Context: an optimization exercise on an open-source flow, tuned for small area and a short achievable clock period. The choices shown serve that exercise and are no tape-out recipe. RTL that was checked went through simulation tests only; none was proved equivalent to the original. No activity file was given, so power comes from the tool's default toggle rates.

// zec
module zec (
    input  wire        clk,
    input  wire        rst,
    input  wire        t_valid,
    input  wire [39:0] t_cmd,
    output wire        t_ready,
    output reg         t_rsp_valid,
    output wire [39:0] t_rsp,
    input  wire        h_valid,
    input  wire [39:0] h_cmd,
    output wire        h_ready,
    output reg         h_rsp_valid,
    output wire [39:0] h_rsp,
    output reg         hnote
);
clock: 13.0 ns
lec_check: 0
cap_margin: 20
core_margin: 2
core_utilization: 40
slew_margin: 20
standard.sh (not shown) runs the stock make flow with config.mk's settings and CLKGATE_MAP_FILE= SYNTH_SCRIPT=/design/flow/synth_recipe.tcl, a recipe that flattens the netlist after the stock synthesis.
==> flow/flow/run.sh <==
#!/bin/bash
# Layout flow: the standard flow (standard.sh) with three changes:
# - plain buf_1 cells as the port buffers instead of the delay cells that
#   buffer_ports picks by default;
# - timing repair aimed further below the constraint;
# - a clock tree from smaller buffers, without dummy loads.
set -euo pipefail
bash standard.sh \
  "BUFFER_PORTS_ARGS=-buffer_cell sky130_fd_sc_hd__buf_1" \
  SETUP_SLACK_MARGIN=7 \
  "CTS_ARGS=-sink_clustering_enable -repair_clock_nets -dont_use_dummy_load -buf_list {sky130_fd_sc_hd__clkbuf_4 sky130_fd_sc_hd__clkbuf_8}" \
  finish > standard_flow.log 2>&1
Change:
--- a/flow/design.v
+++ b/flow/design.v
@@ -252,29 +252,26 @@
             end
             if (gnt_h) begin
                 if (y_sig) npend <= 1'b1;
                 if (y_neg & ~neg_m) hs <= 2'd1;
                 if (y_neg & neg_m & (hs == 2'd1)) hs <= 2'd2;
                 if (y_push | y_pop) hs <= 2'd3;
                 if (y_rxwr) rxh <= rxh + 4'd1;
                 if (y_txpop) txt <= txt + 4'd1;
             end
         end
     end
     wire cnt_clr = rst | (gnt_t & x_setup);
-    reg t_inc, r_inc;
-    always @(posedge clk) begin
-        t_inc <= ~cnt_clr & gnt_t & putb_ok;
-        r_inc <= ~cnt_clr & gnt_t & x_getb & g_ok;
-    end
+    wire t_inc = gnt_t & putb_ok;
+    wire r_inc = gnt_t & x_getb & g_ok;
     wire [3:0] tpre, rpre;        
     assign tpre[0] = 1'b1;
     assign rpre[0] = 1'b1;
     assign tpre[1] = &txcount[7:0];
     assign rpre[1] = &rxcount[7:0];
     assign tpre[2] = &txcount[15:0];
     assign rpre[2] = &rxcount[15:0];
     assign tpre[3] = &txcount[23:0];
     assign rpre[3] = &rxcount[23:0];
     wire [31:0] tcy, rcy;
     genvar gc;
     generate
Result: The changed run completed without violations. Sequential share of layout area grows by 0.19 points. Core utilization came out higher by 0.99 points. Power went down slightly. Die area fell by a few percent. Worst setup slack loses 470 ps. Critical path depth came out higher by 20.
No run of this note included a check of the RTL's function; only the layout flow was run.

Setup of green:
Another version of the RTL of zec (not shown whole).
Size in the first run: ~390 flip-flops, about 170 I/O pins, ~23000 µm² of cells after synthesis.
Settings: LEC_CHECK=0, CAP_MARGIN=20, CORE_MARGIN=2, CORE_UTILIZATION=60, SLEW_MARGIN=20; clock period 13.0 ns.
==> flow/flow/run.sh <==
#!/bin/bash
# Layout flow: the standard flow (standard.sh) with three changes:
# - plain buf_1 cells as the port buffers instead of the delay cells that
#   buffer_ports picks by default;
# - timing repair aimed further below the constraint;
# - a clock tree from smaller buffers in larger sink clusters, without dummy
#   loads.
set -euo pipefail
bash standard.sh \
  "BUFFER_PORTS_ARGS=-buffer_cell sky130_fd_sc_hd__buf_1" \
  SETUP_SLACK_MARGIN=7.3 \
  "CTS_ARGS=-sink_clustering_enable -repair_clock_nets -dont_use_dummy_load -sink_clustering_size 18 -sink_clustering_max_diameter 50 -buf_list {sky130_fd_sc_hd__clkbuf_8}" \
  finish > standard_flow.log 2>&1
Setup changes, green to blue
diff --git a/flow/design.v b/flow/design.v
--- a/flow/design.v
+++ b/flow/design.v
@@ -245,56 +245,33 @@
                 end
             end
             if (gnt_h) begin
                 if (y_sig) npend <= 1'b1;
                 if (y_neg & ~neg_m) hs <= 2'd1;
                 if (y_neg & neg_m & (hs == 2'd1)) hs <= 2'd2;
                 if (y_push | y_pop) hs <= 2'd3;
                 if (y_rxwr) rxh <= rxh + 4'd1;
                 if (y_txpop) txt <= txt + 4'd1;
             end
         end
     end
-    wire cnt_clr = rst | (gnt_t & x_setup);
-    reg t_inc, r_inc;
     always @(posedge clk) begin
-        t_inc <= ~cnt_clr & gnt_t & putb_ok;
-        r_inc <= ~cnt_clr & gnt_t & x_getb & g_ok;
-    end
-    wire [3:0] tpre, rpre;        
-    assign tpre[0] = 1'b1;
-    assign rpre[0] = 1'b1;
-    assign tpre[1] = &txcount[7:0];
-    assign rpre[1] = &rxcount[7:0];
-    assign tpre[2] = &txcount[15:0];
-    assign rpre[2] = &rxcount[15:0];
-    assign tpre[3] = &txcount[23:0];
-    assign rpre[3] = &rxcount[23:0];
-    wire [31:0] tcy, rcy;
-    genvar gc;
-    generate
-        for (gc = 0; gc < 32; gc = gc + 1) begin : g_bc
-            if (gc % 8 == 0) begin : g_in
-                assign tcy[gc] = t_inc & tpre[gc/8];
-                assign rcy[gc] = r_inc & rpre[gc/8];
-            end else begin : g_rip
-                assign tcy[gc] = tcy[gc-1] & txcount[gc-1];
-                assign rcy[gc] = rcy[gc-1] & rxcount[gc-1];
-            end
-            always @(posedge clk) begin
-                txcount[gc] <= ~cnt_clr & (txcount[gc] ^ tcy[gc]);
-                rxcount[gc] <= ~cnt_clr & (rxcount[gc] ^ rcy[gc]);
-            end
+        if (rst | (gnt_t & x_setup)) begin
+            txcount <= 32'd0;
+            rxcount <= 32'd0;
+        end else begin
+            if (gnt_t & putb_ok) txcount <= txcount + 32'd1;
+            if (gnt_t & x_getb & g_ok) rxcount <= rxcount + 32'd1;
         end
-    endgenerate
+    end
     always @(posedge clk) begin
         if (gnt_h) begin
             r_st <= h_st; r_lb <= h_lb;
             r_rd <= y_txpop | y_peek;
             r_ra <= {~pk_rx, hp86 ? pa : txt};
             r_ssr <= y_ssr; r_txc <= 1'b0; r_rxc <= 1'b0;
             r_drx <= y_desc & hab0; r_dtx <= y_desc & (hab == 8'd2);
         end else begin
             r_st <= t_st; r_lb <= 5'd0;
             r_rd <= (x_getb & g_rd) | (x_pop & ~rx_e);
             r_ra <= {1'b0, (x_getb & g_two) ? rxt1 : rxt};
             r_ssr <= x_rdssr; r_txc <= x_rdst & ab0; r_rxc <= x_rdst & ab1;
[summary]
Period utilization was higher in the run labelled green. Final worst setup slack: blue vs green up 68 ps. blue — sequential share of layout area 0.45 points higher, green as reference. Looking at global-route track usage on met2, blue sits below green. Compared to green, blue has global routing usage on met3 3.6 points lower. Area: blue vs green -> blue smaller. The core of blue is less densely filled than that of green. blue — slew of the pin with the lowest slew margin 68 ps higher, green as reference.

## oak
zec again, from the RTL that the note above started with.
Design zec, start of the top module:
module zec (
    input  wire        clk,
    input  wire        rst,
    input  wire        t_valid,
    input  wire [39:0] t_cmd,
    output wire        t_ready,
    output reg         t_rsp_valid,
    output wire [39:0] t_rsp,
    input  wire        h_valid,
    input  wire [39:0] h_cmd,
    output wire        h_ready,
    output reg         h_rsp_valid,
    output wire [39:0] h_rsp,
    output reg         hnote
);
export LEC_CHECK = 0
export CAP_MARGIN = 20
export CORE_MARGIN = 2
export CORE_UTILIZATION = 40
export SLEW_MARGIN = 20
create_clock -name core_clock -period 13.0 [get_ports {clk}]
==> flow/flow/run.sh <==
#!/bin/bash
# Layout flow: the standard flow (standard.sh) with three changes:
# - plain buf_1 cells as the port buffers instead of the delay cells that
#   buffer_ports picks by default;
# - timing repair aimed further below the constraint;
# - a clock tree from smaller buffers, without dummy loads.
set -euo pipefail
bash standard.sh \
  "BUFFER_PORTS_ARGS=-buffer_cell sky130_fd_sc_hd__buf_1" \
  SETUP_SLACK_MARGIN=7 \
  "CTS_ARGS=-sink_clustering_enable -repair_clock_nets -dont_use_dummy_load -buf_list {sky130_fd_sc_hd__clkbuf_4 sky130_fd_sc_hd__clkbuf_8}" \
  finish > standard_flow.log 2>&1
--- input diff oak..pine ---
diff --git a/flow/design.v b/flow/design.v
--- a/flow/design.v
+++ b/flow/design.v
@@ -248,50 +248,27 @@
                 if (y_sig) npend <= 1'b1;
                 if (y_neg & ~neg_m) hs <= 2'd1;
                 if (y_neg & neg_m & (hs == 2'd1)) hs <= 2'd2;
                 if (y_push | y_pop) hs <= 2'd3;
                 if (y_rxwr) rxh <= rxh + 4'd1;
                 if (y_txpop) txt <= txt + 4'd1;
             end
         end
     end
-    wire cnt_clr = rst | (gnt_t & x_setup);
-    reg t_inc, r_inc;
     always @(posedge clk) begin
-        t_inc <= ~cnt_clr & gnt_t & putb_ok;
-        r_inc <= ~cnt_clr & gnt_t & x_getb & g_ok;
-    end
-    wire [3:0] tpre, rpre;        
-    assign tpre[0] = 1'b1;
-    assign rpre[0] = 1'b1;
-    assign tpre[1] = &txcount[7:0];
-    assign rpre[1] = &rxcount[7:0];
-    assign tpre[2] = &txcount[15:0];
-    assign rpre[2] = &rxcount[15:0];
-    assign tpre[3] = &txcount[23:0];
-    assign rpre[3] = &rxcount[23:0];
-    wire [31:0] tcy, rcy;
-    genvar gc;
-    generate
-        for (gc = 0; gc < 32; gc = gc + 1) begin : g_bc
-            if (gc % 8 == 0) begin : g_in
-                assign tcy[gc] = t_inc & tpre[gc/8];
-                assign rcy[gc] = r_inc & rpre[gc/8];
-            end else begin : g_rip
-                assign tcy[gc] = tcy[gc-1] & txcount[gc-1];
-                assign rcy[gc] = rcy[gc-1] & rxcount[gc-1];
-            end
-            always @(posedge clk) begin
-                txcount[gc] <= ~cnt_clr & (txcount[gc] ^ tcy[gc]);
-                rxcount[gc] <= ~cnt_clr & (rxcount[gc] ^ rcy[gc]);
-            end
+        if (rst | (gnt_t & x_setup)) begin
+            txcount <= 32'd0;
+            rxcount <= 32'd0;
+        end else begin
+            if (gnt_t & putb_ok) txcount <= txcount + 32'd1;
+            if (gnt_t & x_getb & g_ok) rxcount <= rxcount + 32'd1;
         end
-    endgenerate
+    end
     always @(posedge clk) begin
         if (gnt_h) begin
             r_st <= h_st; r_lb <= h_lb;
             r_rd <= y_txpop | y_peek;
             r_ra <= {~pk_rx, hp86 ? pa : txt};
             r_ssr <= y_ssr; r_txc <= 1'b0; r_rxc <= 1'b0;
             r_drx <= y_desc & hab0; r_dtx <= y_desc & (hab == 8'd2);
         end else begin
             r_st <= t_st; r_lb <= 5'd0;
[summary]
Final wirelength ended up 1.3 mm higher on pine than on oak. For the final hold slack, pine came in 0.0063 ns lower than oak did. In the reports for pine and oak, the smaller number of global-route vias before repair belongs to oak. Summary of pine over oak: number of non-clock buffers in the layout saw a decrease; register share of the cell area saw little to no change. [diff] flop-to-flop setup slack, pine relative to oak: improvement. Taking oak as the reference, in pine shortest clock period the worst path allows after layout held, final standard cell area without fillers -about 0.8%, layout filler cell count saw an increase, final standard cell utilization of the core shows a reduction of 0.35 points. Compared with oak, pine shows initial antenna violation count higher by 4. Going from oak to pine, via count climbed 648; worst-case setup margin in the final layout saw little to no change.

main:
RTL: one of the versions met above, not the one the previous note started from.
Size in the first run: about 170 I/O pins.
// zec
module zec (
    input  wire        clk,
    input  wire        rst,
    input  wire        t_valid,
    input  wire [39:0] t_cmd,
    output wire        t_ready,
    output reg         t_rsp_valid,
    output wire [39:0] t_rsp,
    input  wire        h_valid,
    input  wire [39:0] h_cmd,
    output wire        h_ready,
    output reg         h_rsp_valid,
    output wire [39:0] h_rsp,
    output reg         hnote
);
    localparam [2:0] ST_OK        = 3'd0;
    localparam [2:0] ST_EMPTY     = 3'd1;
    localparam [2:0] ST_FULL      = 3'd2;
    localparam [2:0] ST_NOT_READY = 3'd3;
    localparam [2:0] ST_VMISMATCH = 3'd4;
    localparam [2:0] ST_BAD_ARG   = 3'd5;
    localparam [2:0] ST_ILLEGAL   = 3'd6;
    reg [1:0]   hs;
    reg [7:0]   seq;
    reg         nen;
    reg         npend;
    reg         prio_t;
    reg [3:0]   rxh, rxt, txh, txt;
    reg [127:0] rxm;             
    reg [127:0] txm;
    reg [7:0]   zrun;
    reg [7:0]   zc;
    reg         esc;
    reg [31:0]  txcount, rxcount;
    reg [2:0]   r_st;
    reg [4:0]   r_lb;
    reg         r_rd;            
    reg [4:0]   r_ra;            
    reg         r_ssr, r_txc, r_rxc, r_drx, r_dtx;
    wire hs_on = |hs;
    wire fire  = npend & nen & hs_on;
    assign t_ready = ~rst & ~fire & ~(h_valid & ~prio_t);
    assign h_ready = ~rst & ~fire & ~(t_valid &  prio_t);
    wire gnt_t = t_valid & t_ready;
    wire gnt_h = h_valid & h_ready;
    wire [3:0] rxc   = rxh - rxt;
    wire [3:0] txc   = txh - txt;
    wire       rx_e  = (rxh == rxt);
    wire       tx_e  = (txh == txt);
    wire       rx_f  = (rxc == 4'd15);
    wire       rx_1  = (rxc == 4'd1);
    wire [3:0] txfree = ~txc;      
    wire [3:0] rxt1  = rxt + 4'd1;
    wire [7:0] rv0 = rxm[8*rxt  +: 8];
    wire [7:0] rv1 = rxm[8*rxt1 +: 8];
    wire       rv0_80 = (rv0 == 8'h80);
    wire       rv1_80 = (rv1 == 8'h80);
    wire g_zr   = |zc[7:1];                          
    wire g_pop  = ~g_zr & ~rx_e;                     
  ...
==> flow/config.mk <==
export PLATFORM = sky130hd
export DESIGN_NAME = zec
export DESIGN_NICKNAME = zec
export VERILOG_FILES = /design/flow/design.v
export SDC_FILE = /design/flow/constraint.sdc
export NUM_CORES = 4
export LEC_CHECK = 0
export CAP_MARGIN = 20
export CORE_MARGIN = 2
export CORE_UTILIZATION = 40
export SETUP_SLACK_MARGIN = 5
export SLEW_MARGIN = 20
==> flow/constraint.sdc <==
create_clock -name core_clock -period 13.0 [get_ports {clk}]
set_input_delay 2.6000 -clock core_clock [delete_from_list [all_inputs] [get_ports {clk}]]
set_output_delay 2.6000 -clock core_clock [all_outputs]
set_load 0.01 [all_outputs]
==> flow/flow/run.sh <==
#!/bin/bash
# Layout flow: the standard flow (standard.sh), with plain buf_1 cells as
# the port buffers instead of the delay cells buffer_ports picks by default.
set -euo pipefail
bash standard.sh "BUFFER_PORTS_ARGS=-buffer_cell sky130_fd_sc_hd__buf_1" finish > standard_flow.log 2>&1
Changes in the feature branch relative to main:
-- flow/design.v --
<<< main, line 36
    reg [4:0]   r_lb;
    reg         r_rd;            
    reg [4:0]   r_ra;            
    reg         r_ssr, r_txc, r_rxc, r_drx, r_dtx;
>>> the feature branch, line 36
    reg [4:0]   r_lb;
    reg         r_rd;            
    reg         r_pk;            
    reg [4:0]   r_ra;            
    reg         r_ssr, r_txc, r_rxc, r_drx, r_dtx;
<<< main, line 153
    wire y_push  = h_x & hp84 & ~hab0;
    wire y_pop   = h_x & hp85;
    wire [3:0] pk_o = pa - (pk_rx ? rxt : txt);
    wire pk_occ  = pk_o < (pk_rx ? rxc : txc);
    wire y_peek  = h_x & hp86 & (pk_rx | pk_tx) & pk_occ;
    wire y_idx   = h_x & hp87 & (hab < 8'd4);
    wire y_sig   = h_x & hp88;
>>> the feature branch, line 154
    wire y_push  = h_x & hp84 & ~hab0;
    wire y_pop   = h_x & hp85;
    wire y_peek  = h_x & hp86 & (pk_rx | pk_tx);
    wire y_idx   = h_x & hp87 & (hab < 8'd4);
    wire y_sig   = h_x & hp88;
<<< main, line 267
        if (gnt_h) begin
            r_st <= h_st; r_lb <= h_lb;
            r_rd <= y_txpop | y_peek;
            r_ra <= {~pk_rx, hp86 ? pa : txt};
            r_ssr <= y_ssr; r_txc <= 1'b0; r_rxc <= 1'b0;
>>> the feature branch, line 266
        if (gnt_h) begin
            r_st <= h_st; r_lb <= h_lb;
            r_rd <= y_txpop; r_pk <= y_peek;
            r_ra <= {~pk_rx, hp86 ? pa : txt};
            r_ssr <= y_ssr; r_txc <= 1'b0; r_rxc <= 1'b0;
<<< main, line 273
        end else begin
            r_st <= t_st; r_lb <= 5'd0;
            r_rd <= (x_getb & g_rd) | (x_pop & ~rx_e);
            r_ra <= {1'b0, (x_getb & g_two) ? rxt1 : rxt};
            r_ssr <= x_rdssr; r_txc <= x_rdst & ab0; r_rxc <= x_rdst & ab1;
>>> the feature branch, line 272
        end else begin
            r_st <= t_st; r_lb <= 5'd0;
            r_rd <= (x_getb & g_rd) | (x_pop & ~rx_e); r_pk <= 1'b0;
            r_ra <= {1'b0, (x_getb & g_two) ? rxt1 : rxt};
            r_ssr <= x_rdssr; r_txc <= x_rdst & ab0; r_rxc <= x_rdst & ab1;
<<< main, line 280
    end
    wire [7:0] rd_byte = r_ra[4] ? txm[8*r_ra[3:0] +: 8] : rxm[8*r_ra[3:0] +: 8];
    wire       o_en  = r_rd;
    wire [31:0] ssr = hs_on ? {24'hBEEF01, seq} : 32'd0;
    wire [31:0] rdat = ({32{r_ssr}} & ssr)
>>> the feature branch, line 279
    end
    wire [7:0] rd_byte = r_ra[4] ? txm[8*r_ra[3:0] +: 8] : rxm[8*r_ra[3:0] +: 8];
    wire [3:0] o_t   = r_ra[4] ? txt : rxt;
    wire [3:0] o_c   = r_ra[4] ? txc : rxc;
    wire       o_occ = ((r_ra[3:0] - o_t) < o_c);
    wire       o_en  = r_rd | (r_pk & o_occ);
    wire [31:0] ssr = hs_on ? {24'hBEEF01, seq} : 32'd0;
    wire [31:0] rdat = ({32{r_ssr}} & ssr)
## What came out
- Compared with main, the feature branch shows a lower leakage power figure.
- Changes observed in the feature branch relative to main: number of global-route vias before repair fell 2.4%, post-layout utilization of the core fell 0.93 points, total clock buffers created by CTS fell about 4%, overall overflow remaining after global route about even, first-iteration DRC count rose 9.5%.
- Power share of the combinational group was higher in the feature branch than in main.
- Internal power summed over all cells in the feature branch is about 5% below main.
- [compare] base=main new=the feature branch: routed wire length moved down, vias after detailed routing went down by 1.7%.
No functional check of the RTL was part of the feature branch.

## static timing again, ports no longer ideal
How much do the figures lean on ideal ports? The routed layouts below were timed once more, with nothing changed but the port constraints. Step 1 (the two cells are an assumption about what drives the block):
set clk [get_ports {clk}]
set_driving_cell -lib_cell sky130_fd_sc_hd__clkbuf_16 $clk
set_driving_cell -lib_cell sky130_fd_sc_hd__buf_2 [delete_from_list [all_inputs] $clk]
Step 2 times the ports against the registers' clock, not the clock port: input delays grow and output delays shrink by t, the midpoint of the rising clock arrivals with the driver on. Slacks: ideal / step 1 / step 2; pairs: ideal / step 1.
run | t (ns) | setup slack, ns | worst setup path after step 2 | slew at the worst register clock pin (ns) | pins driven straight from the clock port
the first run of note 1 | 0.682 | 7.012 / 6.992 / 6.365 | input to register | 0.06 / 0.06 | 1
the second run of note 1 | 0.673 | 6.544 / 6.568 / 5.895 | input to register | 0.06 / 0.06 | 1
green | 0.674 | 7.185 / 7.199 / 6.541 | input to register | 0.11 / 0.11 | 1
blue | 0.675 | 7.254 / 7.212 / 6.706 | input to register | 0.11 / 0.11 | 1
oak | 0.674 | 7.042 / 7.032 / 6.358 | input to register | 0.07 / 0.07 | 1
pine | 0.679 | 7.040 / 7.055 / 6.375 | input to register | 0.07 / 0.07 | 1
main | 0.659 | 6.236 / 6.274 / 5.615 | input to register | 0.07 / 0.07 | 1
the feature branch | 0.637 | 5.631 / 5.576 / 5.749 | input to register | 0.07 / 0.07 | 1
After both steps setup and hold are still met in every run listed. For oak, which loses most, drivers alone change the setup slack by -0.010 ns; drivers and shift together by -0.684 ns.
